Context: an optimization exercise on an open-source flow, tuned for small area, a short achievable clock period and few clock cycles. The choices shown serve that exercise and are no tape-out recipe. The RTL was checked by simulation tests, not by an equivalence proof against the original design. Power figures rest on the tool's default switching activity, not on a simulated workload.

`flow/config.mk`:
```
export PLATFORM = sky130hd
export DESIGN_NAME = ctr_drbg
export DESIGN_NICKNAME = ctr_drbg
export VERILOG_FILES = /design/flow/design.v
export SDC_FILE = /design/flow/constraint.sdc
export NUM_CORES = 4
export LEC_CHECK = 0
export CAP_MARGIN = 30
export CORE_MARGIN = 2
export CORE_UTILIZATION = 40
export SLEW_MARGIN = 40
```
`flow/constraint.sdc`:
```
create_clock -name core_clock -period 10.0 [get_ports {clk}]
set_input_delay 2.0000 -clock core_clock [delete_from_list [all_inputs] [get_ports {clk}]]
set_output_delay 2.0000 -clock core_clock [all_outputs]
set_load 0.01 [all_outputs]
```
`flow/design.v`:
```
module ctr_drbg #(
  parameter BW     = 128,
  parameter NINST  = 4,
  parameter RI     = 8,
  parameter MAXREQ = 64
) (
  input              clk,
  input              rst,
  input              cmd_valid,
  output             cmd_ready,
  input       [31:0] cmd_data,
  input              cmd_last,
  output             rsp_valid,
  input              rsp_ready,
  output      [2:0]  rsp_status,
  output      [31:0] rsp_data,
  output             rsp_last,
  output             cph_req_valid,
  input              cph_req_ready,
  output             cph_req_op,        
  output [BW-1:0]    cph_req_key,       
  output [BW-1:0]    cph_req_blk,       
  input              cph_rsp_valid,
  input              cph_rsp_err,
  input  [BW-1:0]    cph_rsp_data
);
  localparam BB    = BW / 8;            
  localparam OUTW  = MAXREQ * 8;
  localparam NBLK  = MAXREQ / BB;
  localparam IW    = (NINST > 1) ? $clog2(NINST) : 1;
  localparam [31:0] SEEDBITS = 2 * BW;
  localparam OP_INIT = 4'd1, OP_INST = 4'd2, OP_RESEED = 4'd3, OP_GEN = 4'd4, OP_DESTROY = 4'd5;
  localparam ST_OK = 3'd0, ST_INVLEN = 3'd1, ST_RESEED = 3'd2, ST_CIPHER = 3'd3,
             ST_INVSTATE = 3'd4, ST_ILLEGAL = 3'd5;
  localparam L_EMPTY = 2'd0, L_LIVE = 2'd1, L_DESTROYED = 2'd2;
  localparam S_HDR       = 5'd0,
             S_LEN       = 5'd1,
             S_LSET      = 5'd2,
             S_DATA      = 5'd3,
             S_DRAIN     = 5'd4,
             S_COMP      = 5'd5,
             S_DECIDE    = 5'd6,
             S_PAD       = 5'd7,
             S_DFSCH     = 5'd8,
             S_DFENC     = 5'd9,
             S_CMD       = 5'd10,
             S_INIT_SCH  = 5'd11,
             S_INIT_ENC  = 5'd12,
             S_INIT_ZSCH = 5'd13,
             S_UPD_ENC   = 5'd14,
             S_UPD_SCH   = 5'd15,
             S_UPD_DONE  = 5'd16,
             S_GEN_OUT   = 5'd17,
             S_RSP       = 5'd18;
  localparam R_DATA = 2'd0, R_DECIDE = 2'd1, R_DFSCH = 2'd2;
  reg           m_init;
  reg  [BW-1:0] m_dfk;
  reg  [BW-1:0] m_iv0, m_iv1;
  reg  [BW-1:0] m_zk;
  reg  [BW-1:0] s_key  [0:NINST-1];
  reg  [BW-1:0] s_v    [0:NINST-1];
  reg  [31:0]   s_rc   [0:NINST-1];
  reg  [1:0]    s_life [0:NINST-1];
  reg  [4:0]      state;
  reg             ph;           
  reg             cj;           
  reg  [1:0]      comp_ret;
  reg             gstep;        
  reg  [31:0]     hdr;
  reg  [31:0]     lw0, lw1, lw2;
  reg  [1:0]      lcnt;
  reg             lastseen;
  reg  [33:0]     ndata;
  reg  [33:0]     nwords;
  reg  [33:0]     dwc;
  reg             bad;
  reg             do_df;
  reg             cerr;
  reg  [BW-1:0]   buf_r;
  reg  [5:0]      fill;
  reg  [BW-1:0]   cv0, cv1;
  reg  [BW-1:0]   dfk;
  reg  [2*BW-1:0] seed;
  reg  [BW-1:0]   wkey, wv, utmp;
  reg  [7:0]      gcnt;
  reg  [OUTW-1:0] outbuf;
  reg  [2:0]      status;
  reg  [15:0]     rbeat;
  reg  [15:0]     nbeats;
  wire [3:0]    h_op   = hdr[3:0];
  wire          h_ai   = hdr[4];
  wire [2:0]    h_rsv0 = hdr[7:5];
  wire [7:0]    h_inst = hdr[15:8];
  wire [15:0]   h_rsv1 = hdr[31:16];
  wire [IW-1:0] sidx   = h_inst[IW-1:0];
  function [1:0] nlw_of(input [3:0] op);
    case (op)
      OP_INST:   nlw_of = 2'd3;
      OP_RESEED: nlw_of = 2'd2;
      OP_GEN:    nlw_of = 2'd2;
      default:   nlw_of = 2'd0;
    endcase
  endfunction
  function op_known(input [3:0] op);
    op_known = (op >= OP_INIT) && (op <= OP_DESTROY);
  endfunction
  wire [1:0] nlw = nlw_of(h_op);
  wire hdr_ok = op_known(h_op) && (h_rsv0 == 3'd0) && (h_rsv1 == 16'd0) &&
                (!h_ai || h_op == OP_GEN) &&
                ((h_op == OP_INIT) ? (h_inst == 8'd0) : (h_inst < NINST));
  wire addl_bad = (h_op == OP_GEN) && !h_ai && (lw1 != 32'd0);
  wire [1:0]  cur_life = s_life[sidx];
  wire [31:0] cur_rc   = s_rc[sidx];
  reg life_ok;
  always @(*) begin
    case (h_op)
      OP_INIT:    life_ok = !m_init;
      OP_INST:    life_ok = m_init && (cur_life == L_EMPTY || cur_life == L_LIVE);
      OP_RESEED:  life_ok = m_init && (cur_life == L_LIVE);
      OP_GEN:     life_ok = m_init && (cur_life == L_LIVE);
      default:    life_ok = 1'b1;
    endcase
  end
  reg [33:0] ltot;
  always @(*) begin
    case (h_op)
      OP_INST:   ltot = {2'b0, lw0} + {2'b0, lw1} + {2'b0, lw2};
      OP_RESEED: ltot = {2'b0, lw0} + {2'b0, lw1};
      OP_GEN:    ltot = {2'b0, lw1};
      default:   ltot = 34'd0;
    endcase
  end
  wire len_bad    = (ltot >= 34'h020000000);    
  wire req_bad    = (h_op == OP_GEN) && ((lw0 == 32'd0) || (lw0 > MAXREQ));
  wire rc_bad     = (h_op == OP_GEN) && (cur_rc >= RI);
  wire needs_df   = (h_op == OP_INST) || (h_op == OP_RESEED) || (h_op == OP_GEN && h_ai);
  wire checks_ok  = hdr_ok && !addl_bad && life_ok && !len_bad && !req_bad && !rc_bad;
  wire [7:0] nblk = (lw0[7:0] + BB - 1) / BB;
  function [BW-1:0] kdf_const(input dummy);
    integer n;
    begin
      kdf_const = {BW{1'b0}};
      for (n = 0; n < BB; n = n + 1)
        kdf_const[BW-1-8*n -: 8] = n[7:0];
    end
  endfunction
  wire [BW-1:0] iv1_blk = {32'd1, {(BW-32){1'b0}}};
  wire [33:0] dw_bytes_left = ndata - {dwc[31:0], 2'b00};
  wire [2:0]  nb_in = (dw_bytes_left >= 34'd4) ? 3'd4 : dw_bytes_left[2:0];
  reg  [31:0] word_masked;
  always @(*) begin
    case (nb_in)
      3'd1:    word_masked = {cmd_data[31:24], 24'd0};
      3'd2:    word_masked = {cmd_data[31:16], 16'd0};
      3'd3:    word_masked = {cmd_data[31:8], 8'd0};
      default: word_masked = cmd_data;
    endcase
  end
  wire [BW-1:0] word_placed = ({word_masked, {(BW-32){1'b0}}}) >> (8 * fill);
  wire [5:0]    fill_after  = fill + {3'd0, nb_in};
  wire          is_final_dw = (dwc + 34'd1 == nwords);
  wire [BW-1:0] pad_placed = ({8'h80, {(BW-8){1'b0}}}) >> (8 * fill);
  reg          call_st;
  reg          req_op;
  reg [BW-1:0] req_key, req_blk;
  always @(*) begin
    call_st = 1'b1;
    req_op  = 1'b0;
    req_key = {BW{1'b0}};
    req_blk = {BW{1'b0}};
    case (state)
      S_COMP:      begin req_key = m_dfk; req_blk = (cj ? cv1 : cv0) ^ buf_r; end
      S_DFSCH:     begin req_op = 1'b1; req_key = cv0; end
      S_DFENC:     begin req_key = dfk; req_blk = cj ? seed[2*BW-1:BW] : cv1; end
      S_INIT_SCH:  begin req_op = 1'b1; req_key = kdf_const(1'b0); end
      S_INIT_ENC:  begin req_key = wkey; req_blk = cj ? iv1_blk : {BW{1'b0}}; end
      S_INIT_ZSCH: begin req_op = 1'b1; end
      S_UPD_ENC:   begin req_key = wkey; req_blk = wv + 1'b1; end
      S_UPD_SCH:   begin req_op = 1'b1; req_key = utmp ^ seed[2*BW-1:BW]; end
      S_GEN_OUT:   begin req_key = wkey; req_blk = wv + 1'b1; end
      default:     call_st = 1'b0;
    endcase
  end
  assign cph_req_valid = call_st && !ph;
  assign cph_req_op    = req_op;
  assign cph_req_key   = req_key;
  assign cph_req_blk   = req_blk;
  wire got = call_st && ph && cph_rsp_valid;
  assign cmd_ready = (state == S_HDR) || (state == S_LEN) || (state == S_DATA) || (state == S_DRAIN);
  wire   cmd_fire  = cmd_valid && cmd_ready;
  wire gen_out = (status == ST_OK) && (h_op == OP_GEN);
  reg [31:0] out_word;
  integer bi;
  always @(*) begin
    out_word = outbuf[OUTW-1-32*rbeat[3:0] -: 32];
    for (bi = 0; bi < 4; bi = bi + 1)
      if ({rbeat, 2'b00} + bi >= lw0[17:0])
        out_word[31-8*bi -: 8] = 8'd0;
  end
  assign rsp_valid  = (state == S_RSP);
  assign rsp_status = status;
  assign rsp_data   = gen_out ? out_word : 32'd0;
  assign rsp_last   = (rbeat + 16'd1 == nbeats);
  task respond(input [2:0] st);
    begin
      status <= st;
      rbeat  <= 16'd0;
      nbeats <= (st == ST_OK && h_op == OP_GEN) ? ((lw0[15:0] + 16'd3) >> 2) : 16'd1;
      state  <= S_RSP;
      ph     <= 1'b0;
    end
  endtask
  integer k;
  always @(posedge clk) begin
    if (rst) begin
      state    <= S_HDR;
      ph       <= 1'b0;
      cj       <= 1'b0;
      m_init   <= 1'b0;
      m_dfk    <= {BW{1'b0}};
      m_iv0    <= {BW{1'b0}};
      m_iv1    <= {BW{1'b0}};
      m_zk     <= {BW{1'b0}};
      for (k = 0; k < NINST; k = k + 1) begin
        s_key[k]  <= {BW{1'b0}};
        s_v[k]    <= {BW{1'b0}};
        s_rc[k]   <= 32'd0;
        s_life[k] <= L_EMPTY;
      end
      hdr      <= 32'd0;
      status   <= ST_OK;
      rbeat    <= 16'd0;
      nbeats   <= 16'd1;
    end else begin
      if (call_st && !ph && cph_req_ready)
        ph <= 1'b1;
      case (state)
        S_HDR: if (cmd_fire) begin
          hdr      <= cmd_data;
          lw0      <= 32'd0;
          lw1      <= 32'd0;
          lw2      <= 32'd0;
          lcnt     <= 2'd0;
          dwc      <= 34'd0;
          bad      <= 1'b0;
          do_df    <= 1'b0;
          cerr     <= 1'b0;
          lastseen <= 1'b0;
          if (!op_known(cmd_data[3:0]))
            state <= cmd_last ? S_DECIDE : S_DRAIN;
          else if (nlw_of(cmd_data[3:0]) == 2'd0) begin
            if (cmd_last) state <= S_DECIDE;
            else begin bad <= 1'b1; state <= S_DRAIN; end
          end else begin
            if (cmd_last) begin bad <= 1'b1; state <= S_DECIDE; end
            else state <= S_LEN;
          end
        end
        S_LEN: if (cmd_fire) begin
          case (lcnt)
            2'd0: lw0 <= cmd_data;
            2'd1: lw1 <= cmd_data;
            default: lw2 <= cmd_data;
          endcase
          lcnt <= lcnt + 2'd1;
          if (lcnt + 2'd1 == nlw) begin
            lastseen <= cmd_last;
            state    <= S_LSET;
          end else if (cmd_last) begin
            bad   <= 1'b1;
            state <= S_DECIDE;
          end
        end
        S_LSET: begin
          ndata  <= ltot;
          nwords <= (ltot + 34'd3) >> 2;
          do_df  <= checks_ok && needs_df;
          if (checks_ok && needs_df) begin
            cv0   <= m_iv0;
            cv1   <= m_iv1;
            buf_r <= {ltot[28:0], 3'b000, SEEDBITS, {(BW-64){1'b0}}};
            fill  <= 6'd8;
          end
          if (lastseen) begin
            if (ltot != 34'd0) bad <= 1'b1;
            state <= S_DECIDE;
            if (BB == 8 && checks_ok && needs_df && ltot == 34'd0) begin
              comp_ret <= R_DECIDE;
              state    <= S_COMP;
            end
          end else if (ltot == 34'd0) begin
            bad   <= 1'b1;
            state <= S_DRAIN;
          end else begin
            state <= S_DATA;
            if (BB == 8 && checks_ok && needs_df) begin
              comp_ret <= R_DATA;
              state    <= S_COMP;
            end
          end
        end
        S_DATA: if (cmd_fire) begin
          dwc <= dwc + 34'd1;
          if (do_df) begin
            buf_r <= buf_r | word_placed;
            fill  <= fill_after;
          end
          if (cmd_last) begin
            if (!is_final_dw) bad <= 1'b1;
            if (do_df && fill_after == BB && is_final_dw) begin
              comp_ret <= R_DECIDE;
              state    <= S_COMP;
            end else
              state <= S_DECIDE;
          end else if (is_final_dw) begin
            bad   <= 1'b1;
            state <= S_DRAIN;
          end else if (do_df && fill_after == BB) begin
            comp_ret <= R_DATA;
            state    <= S_COMP;
          end
        end
        S_DRAIN: if (cmd_fire && cmd_last)
          state <= S_DECIDE;
        S_COMP: if (got) begin
          ph <= 1'b0;
          if (cph_rsp_err) begin
            cj    <= 1'b0;
            buf_r <= {BW{1'b0}};
            fill  <= 6'd0;
            if (comp_ret == R_DFSCH)
              respond(ST_CIPHER);
            else begin
              cerr  <= 1'b1;
              do_df <= 1'b0;
              state <= (comp_ret == R_DATA) ? S_DATA : S_DECIDE;
            end
          end else begin
            if (cj) cv1 <= cph_rsp_data;
            else    cv0 <= cph_rsp_data;
            if (!cj) cj <= 1'b1;
            else begin
              cj    <= 1'b0;
              buf_r <= {BW{1'b0}};
              fill  <= 6'd0;
              case (comp_ret)
                R_DATA:   state <= S_DATA;
                R_DECIDE: state <= S_DECIDE;
                default:  state <= S_DFSCH;
              endcase
            end
          end
        end
        S_DECIDE: begin
          if (!hdr_ok || bad || addl_bad) respond(ST_ILLEGAL);
          else if (!life_ok)              respond(ST_INVSTATE);
          else if (len_bad)               respond(ST_INVLEN);
          else if (req_bad)               respond(ST_INVLEN);
          else if (rc_bad)                respond(ST_RESEED);
          else if (cerr)                  respond(ST_CIPHER);
          else if (needs_df)              state <= S_PAD;
          else                            state <= S_CMD;
        end
        S_PAD: begin
          buf_r    <= buf_r | pad_placed;
          fill     <= fill + 6'd1;
          comp_ret <= R_DFSCH;
          state    <= S_COMP;
        end
        S_DFSCH: if (got) begin
          ph <= 1'b0;
          if (cph_rsp_err) respond(ST_CIPHER);
          else begin
            dfk   <= cph_rsp_data;
            state <= S_DFENC;
          end
        end
        S_DFENC: if (got) begin
          ph <= 1'b0;
          if (cph_rsp_err) begin
            cj <= 1'b0;
            respond(ST_CIPHER);
          end else if (!cj) begin
            seed[2*BW-1:BW] <= cph_rsp_data;
            cj <= 1'b1;
          end else begin
            seed[BW-1:0] <= cph_rsp_data;
            cj    <= 1'b0;
            state <= S_CMD;
          end
        end
        S_CMD: begin
          case (h_op)
            OP_INIT: state <= S_INIT_SCH;
            OP_DESTROY: begin
              s_key[sidx]  <= {BW{1'b0}};
              s_v[sidx]    <= {BW{1'b0}};
              s_rc[sidx]   <= 32'hFFFFFFFF;
              s_life[sidx] <= L_DESTROYED;
              respond(ST_OK);
            end
            OP_INST: begin
              wkey  <= m_zk;
              wv    <= {BW{1'b0}};
              state <= S_UPD_ENC;
            end
            OP_RESEED: begin
              wkey  <= s_key[sidx];
              wv    <= s_v[sidx];
              state <= S_UPD_ENC;
            end
            default: begin  
              wkey <= s_key[sidx];
              wv   <= s_v[sidx];
              gcnt <= 8'd0;
              if (h_ai) begin
                gstep <= 1'b0;
                state <= S_UPD_ENC;
              end else begin
                seed  <= {2*BW{1'b0}};
                gstep <= 1'b1;
                state <= S_GEN_OUT;
              end
            end
          endcase
        end
        S_INIT_SCH: if (got) begin
          ph <= 1'b0;
          if (cph_rsp_err) respond(ST_CIPHER);
          else begin
            wkey  <= cph_rsp_data;
            state <= S_INIT_ENC;
          end
        end
        S_INIT_ENC: if (got) begin
          ph <= 1'b0;
          if (cph_rsp_err) begin
            cj <= 1'b0;
            respond(ST_CIPHER);
          end else if (!cj) begin
            cv0 <= cph_rsp_data;
            cj  <= 1'b1;
          end else begin
            cv1   <= cph_rsp_data;
            cj    <= 1'b0;
            state <= S_INIT_ZSCH;
          end
        end
        S_INIT_ZSCH: if (got) begin
          ph <= 1'b0;
          if (cph_rsp_err) respond(ST_CIPHER);
          else begin
            m_dfk  <= wkey;
            m_iv0  <= cv0;
            m_iv1  <= cv1;
            m_zk   <= cph_rsp_data;
            m_init <= 1'b1;
            respond(ST_OK);
          end
        end
        S_UPD_ENC: if (got) begin
          ph <= 1'b0;
          if (cph_rsp_err) begin
            cj <= 1'b0;
            respond(ST_CIPHER);
          end else if (!cj) begin
            utmp <= cph_rsp_data;
            wv   <= wv + 1'b1;
            cj   <= 1'b1;
          end else begin
            wv    <= cph_rsp_data ^ seed[BW-1:0];
            cj    <= 1'b0;
            state <= S_UPD_SCH;
          end
        end
        S_UPD_SCH: if (got) begin
          ph <= 1'b0;
          if (cph_rsp_err) respond(ST_CIPHER);
          else begin
            wkey  <= cph_rsp_data;
            state <= S_UPD_DONE;
          end
        end
        S_UPD_DONE: begin
          s_key[sidx] <= wkey;
          s_v[sidx]   <= wv;
          case (h_op)
            OP_INST: begin
              s_rc[sidx]   <= 32'd1;
              s_life[sidx] <= L_LIVE;
              respond(ST_OK);
            end
            OP_RESEED: begin
              s_rc[sidx] <= 32'd1;
              respond(ST_OK);
            end
            default: begin  
              if (!gstep) begin
                gstep <= 1'b1;
                gcnt  <= 8'd0;
                state <= S_GEN_OUT;
              end else begin
                s_rc[sidx] <= cur_rc + 32'd1;
                respond(ST_OK);
              end
            end
          endcase
        end
        S_GEN_OUT: if (got) begin
          ph <= 1'b0;
          if (cph_rsp_err) respond(ST_CIPHER);
          else begin
            for (k = 0; k < NBLK; k = k + 1)
              if (gcnt == k)
                outbuf[OUTW-1-BW*k -: BW] <= cph_rsp_data;
            wv   <= wv + 1'b1;
            gcnt <= gcnt + 8'd1;
            if (gcnt + 8'd1 == nblk) begin
              s_v[sidx] <= wv + 1'b1;
              state     <= S_UPD_ENC;
            end
          end
        end
        S_RSP: if (rsp_ready) begin
          rbeat <= rbeat + 16'd1;
          if (rsp_last) state <= S_HDR;
        end
        default: state <= S_HDR;
      endcase
    end
  end
endmodule
```
`flow/run.sh`:
```
#!/bin/bash
# synth_recipe.tcl (not shown) runs the flow's synth.tcl, then flattens the netlist and writes it again
# the make line also repeats each setting of config.mk as NAME=value (left out here)
make -C /OpenROAD-flow-scripts/flow DESIGN_CONFIG=/design/flow/config.mk WORK_HOME=/design/flow/orfs CLKGATE_MAP_FILE= SYNTH_SCRIPT=/design/flow/synth_recipe.tcl finish
```
==> impl_metrics.env <==
export IMPL_yosys_area_share_simple_pct=13.11
export IMPL_syn_to_final_growth_pct=15.25
export IMPL_ys_types=111
export IMPL_hold_class="register to register"
export IMPL_layout_cells_most_common="edfxtp_1"
export IMPL_max_freq_mhz=110.2
export IMPL_final_area_mm2=0.1940
export IMPL_final_nets=15050
export IMPL_synth_xor_area_share_pct=3.875
export IMPL_io_buffers=463
export IMPL_period_needed_ns=9.072
export IMPL_synth_compound_area_share_pct=9.405
export IMPL_path_common_cell="nand3_1"
export IMPL_peakVddDrop_v=0.0001491
export IMPL_num_fill_cells=37830
export IMPL_muxShareOfSynthArea_pct=8.198
export IMPL_worstSetupPathType="register to output pin"
export IMPL_setup_viol=0
export IMPL_status="timing/DRC/antenna clean"
export IMPL_max_stage_delay_ns=0.87
export IMPL_ctsHoldBuffers=0
export IMPL_fp_coreArea_mm2=0.4196
export IMPL_wl_per_cell_um=31.52
export IMPL_vias=124400
export IMPL_root_buffer="clkbuf_16"
export IMPL_synth_edff_count=3043
export IMPL_dr_first_iter_drc_count=19250
export IMPL_cts_buffers=387
export IMPL_synth_top_family_by_area="simple AND/OR/NAND/NOR gates"
export IMPL_finalCritPeriodShare_pct=90.72
export IMPL_wl_um=649600
export IMPL_track_usage_pct=29.56
export IMPL_die_w_um=652.8
export IMPL_r2r_setup_slack_ns=1.89
export IMPL_drc=0
export IMPL_maxCapViolations=0
export IMPL_clock_path_buffers=4
export IMPL_finalHoldViolCount=0
export IMPL_hp_start="m_zk[98]$_SDFFE_PP0P_"
export IMPL_r2r_start="lw0[0]$_DFFE_PP_"
export IMPL_p_leak_nw=67.61
export IMPL_r2r_cells=25
export IMPL_yosysSeqAreaShare_pct=61.25
export IMPL_syn_nets=14710
export IMPL_post_cts_resized=0
export IMPL_overflow=0
export IMPL_tightest_slew_ns=1.072
export IMPL_relSlewSlack_pct=28.53
export IMPL_row_count=238
export IMPL_firstDrtPassIters=11
export IMPL_grt_pass1_vias=115100
export IMPL_synthFlopType="edfxtp_1"
export IMPL_final_cell_mix="edfxtp_1, nand2_1, nor2_1, a21oi_1, dfxtp_1"
export IMPL_synthAdderAreaFrac_pct=1.080
export IMPL_synth_async_reset_ratio_pct=0
export IMPL_placed_area_mm2=0.1809
export IMPL_cp_cell_sequence="nand3_1 > nor4_1 > nand3_1 > nor4_2 > and2_1 > nand2_1 > or4_1 > xor2_1 > o221ai_1 > clkdlybuf4s50_1"
export IMPL_fin_util_pct=46.25
export IMPL_r2r_end="cv1[87]$_DFFE_PP_"
export IMPL_vias_per_cell=6.035
export IMPL_grt_pass1_wl_um=898400
export IMPL_p_per_area_mw_per_mm2=200.6
export IMPL_syn_avg_cell_area_um2=11.69
export IMPL_netlist_area_mm2=0.1684
export IMPL_clk_pin_slew_ns=0.06
export IMPL_p_total_mw=38.92
export IMPL_ant_nets=0
export IMPL_fp_dieH_um=652.8
export IMPL_slowest_stage="nor4_1"
export IMPL_antenna_found_initial=44
export IMPL_syn_inst=14400
export IMPL_cp_end_kind="output pin"
export IMPL_grt_max_degree=189
export IMPL_synth_warnings=1
export IMPL_clkLatencyLatePin_ns=1.07
export IMPL_cts_num_sinks=3630
export IMPL_crit_family="simple AND/OR/NAND/NOR gates"
export IMPL_post_cts_setup_buffers=0
export IMPL_dp_hpwl_um=444500
export IMPL_drive_gt1_share_pct=10.62
export IMPL_rsz0062_at_grt="false"
export IMPL_fin_skew_ns=0.08442
export IMPL_required_ns=8.00
export IMPL_cts_tree="done"
export IMPL_slew_viol_final=0
export IMPL_io_pins=464
export IMPL_start_util_pct=40.13
export IMPL_gp_congestion=1.010
export IMPL_whs_endpoint="m_zk[98]$_SDFFE_PP0P_"
export IMPL_cts_max_level=5
export IMPL_ys_ff_latch=3630
export IMPL_start_kind="register"
export IMPL_cp_num_buf_inv=1
export IMPL_min_path_cells=2
export IMPL_worstPathArrival_ns=7.07
export IMPL_critPathMaxFanout=12
export IMPL_fp_dieArea_mm2=0.4262
[area by class of cell]
| cell class | instances | area (um2) | area share (%) |
|---|---|---|---|
| antenna | 19 | 47.55 | 0.02450 |
| sequential | 3630 | 103100 | 53.16 |
| tap | 5520 | 6907 | 3.559 |
| multi-input combinational | 9401 | 60850 | 31.36 |
| timing repair buffer | 867 | 8786 | 4.528 |
| clock inverter | 189 | 1740 | 0.8969 |
| inverter | 449 | 1693 | 0.8724 |
| clock buffer | 532 | 10880 | 5.606 |
[state kept, by name, summed over array words and instances, names as in the netlist, 32 cells and up, named ones only]
register  count
lw1          32
cv0         128
ndata        34
m_iv0       128
s_v         512
m_iv1       128
nwords       32
dwc          34
lw2          32
dfk         128
cv1         128
buf_r       128
lw0          32
m_zk        128
wv          128
s_key       512
outbuf      512
s_rc        128
wkey        128
utmp        128
hdr          32
m_dfk       128
seed        256
[layer usage]
metal / vias up / part of all wire [%] / track usage, %
met5: - / 0.0091 / 0
met1: 62490 / 39 / 40.70
met4: 10 / 7.0 / 17.61
met3: 1133 / 12 / 6.622
met2: 7582 / 42 / 42.65
li1: 53150 / - / -
[through the flow]
step | std cells | setup TNS, ns | setup WS (ns) | hold WS [ns]
after global placement | 19830 | 0 | 1.904 | 0.4404
after detailed placement | 19850 | 0 | 2.082 | 0.4458
after floorplan | 14400 | -670.16 | -2.618 | 0.4319
final | 20610 | 0 | 0.9284 | 0.4534
after CTS | 20570 | 0 | 1.074 | 0.4539
after global routing | 20600 | 0 | 1.000 | 0.4680
[how the worst max path moves through the flow]
stage,end,slack [ns],cells after the start,startpoint
after CTS,cph_req_blk[125],1.07,10,wv[32]$_DFFE_PP_
after global placement,cv0[37]$_DFFE_PP_,1.90,24,lw0[0]$_DFFE_PP_
after floorplan,s_key[0][0]$_SDFFCE_PN0P_,-2.62,6,rst
after global routing,cph_req_blk[122],1.00,13,wv[32]$_DFFE_PP_
final,cph_req_blk[125],0.93,10,wv[32]$_DFFE_PP_
after detailed placement,cv1[87]$_DFFE_PP_,2.08,25,lw0[0]$_DFFE_PP_
[Yosys cell counts, types with 100 or more instances]
library cell,instances,area (um2)
edfxtp_1,3043,91380
nand2_1,2822,10590
nor2_1,1275,4786
a21oi_1,984,4925
clkbuf_1,804,3018
dfxtp_1,587,11750
xnor2_1,482,4222
inv_1,438,1644
mux2i_1,436,4364
o21ai_0,419,2097
mux4_2,418,9414
xor2_1,263,2303
o221ai_1,257,2251
nand3_1,228,1141
a22oi_1,205,1539
nor2b_1,163,1020
nor3_1,143,715.7
ha_1,139,1739
a222oi_1,110,1101
nand4_1,100,625.6
[cell families after synthesis]
kind of cell	Yosys count
AND/OR/NAND/NOR	5179
flip-flops	3630
AO/OA/AOI/OAI	2478
buffers and inverters	1369
multiplexers	856
XOR/XNOR	745
adder cells (fa/ha/maj)	143
[power breakdown]
group,switching (mW),leakage [nW],internal [mW]
combinational,4.57,27.1,2.40
clock,6.29,6.19,8.20
sequential,0.371,34.3,17.1
[worst register-to-register path: stages, from the launching register on]
cell and delay, ns:
edfxtp_1 0.45, ha_1 0.20, inv_1 0.05, fa_1 0.40
nand2b_1 0.19, a2111o_1 0.44, and2_1 0.26, o41ai_4 0.51
a31oi_1 0.19, o21ai_1 0.19, xnor2_1 0.20, ha_1 0.31
a21oi_1 0.34, o211ai_1 0.16, nand4_1 0.13, nand3_1 0.13
or2_1 0.33, mux2i_1 0.15, a211oi_1 0.62, and3_1 0.43
nand2_1 0.26, nor2_1 0.37, a21oi_1 0.21, nor3_4 0.30
buf_12 0.35, buf_16 0.45
Testbench counts, summed over its fixed seeds: cycles 28,555.

==> static timing again, ports no longer ideal <==
No port has a modelled driver above. Below, the same layout with a new extraction and two added sets of constraints.
Step 1 assumes that a clkbuf_16 drives the clock port and a buf_2 every other input.
Step 2 times the ports against the registers' clock, not the clock port: input delays grow and output delays shrink by t, the midpoint of the rising clock arrivals with the driver on.
Three values: no drivers, after step 1, after step 2; two values: the first two.
shift t [ns]: 1.109
slack for setup (ns): 0.928 / 0.828 / 1.888
worst hold slack (ns): 0.453 / 0.453 / 0.453
slew at the worst register clock pin (ns): 0.07 / 0.07
worst data-port slew with drivers (ns): 0.14
After both steps this run still meets setup and hold. For this run, drivers alone change the setup slack by -0.100 ns; drivers and shift together by +0.960 ns.
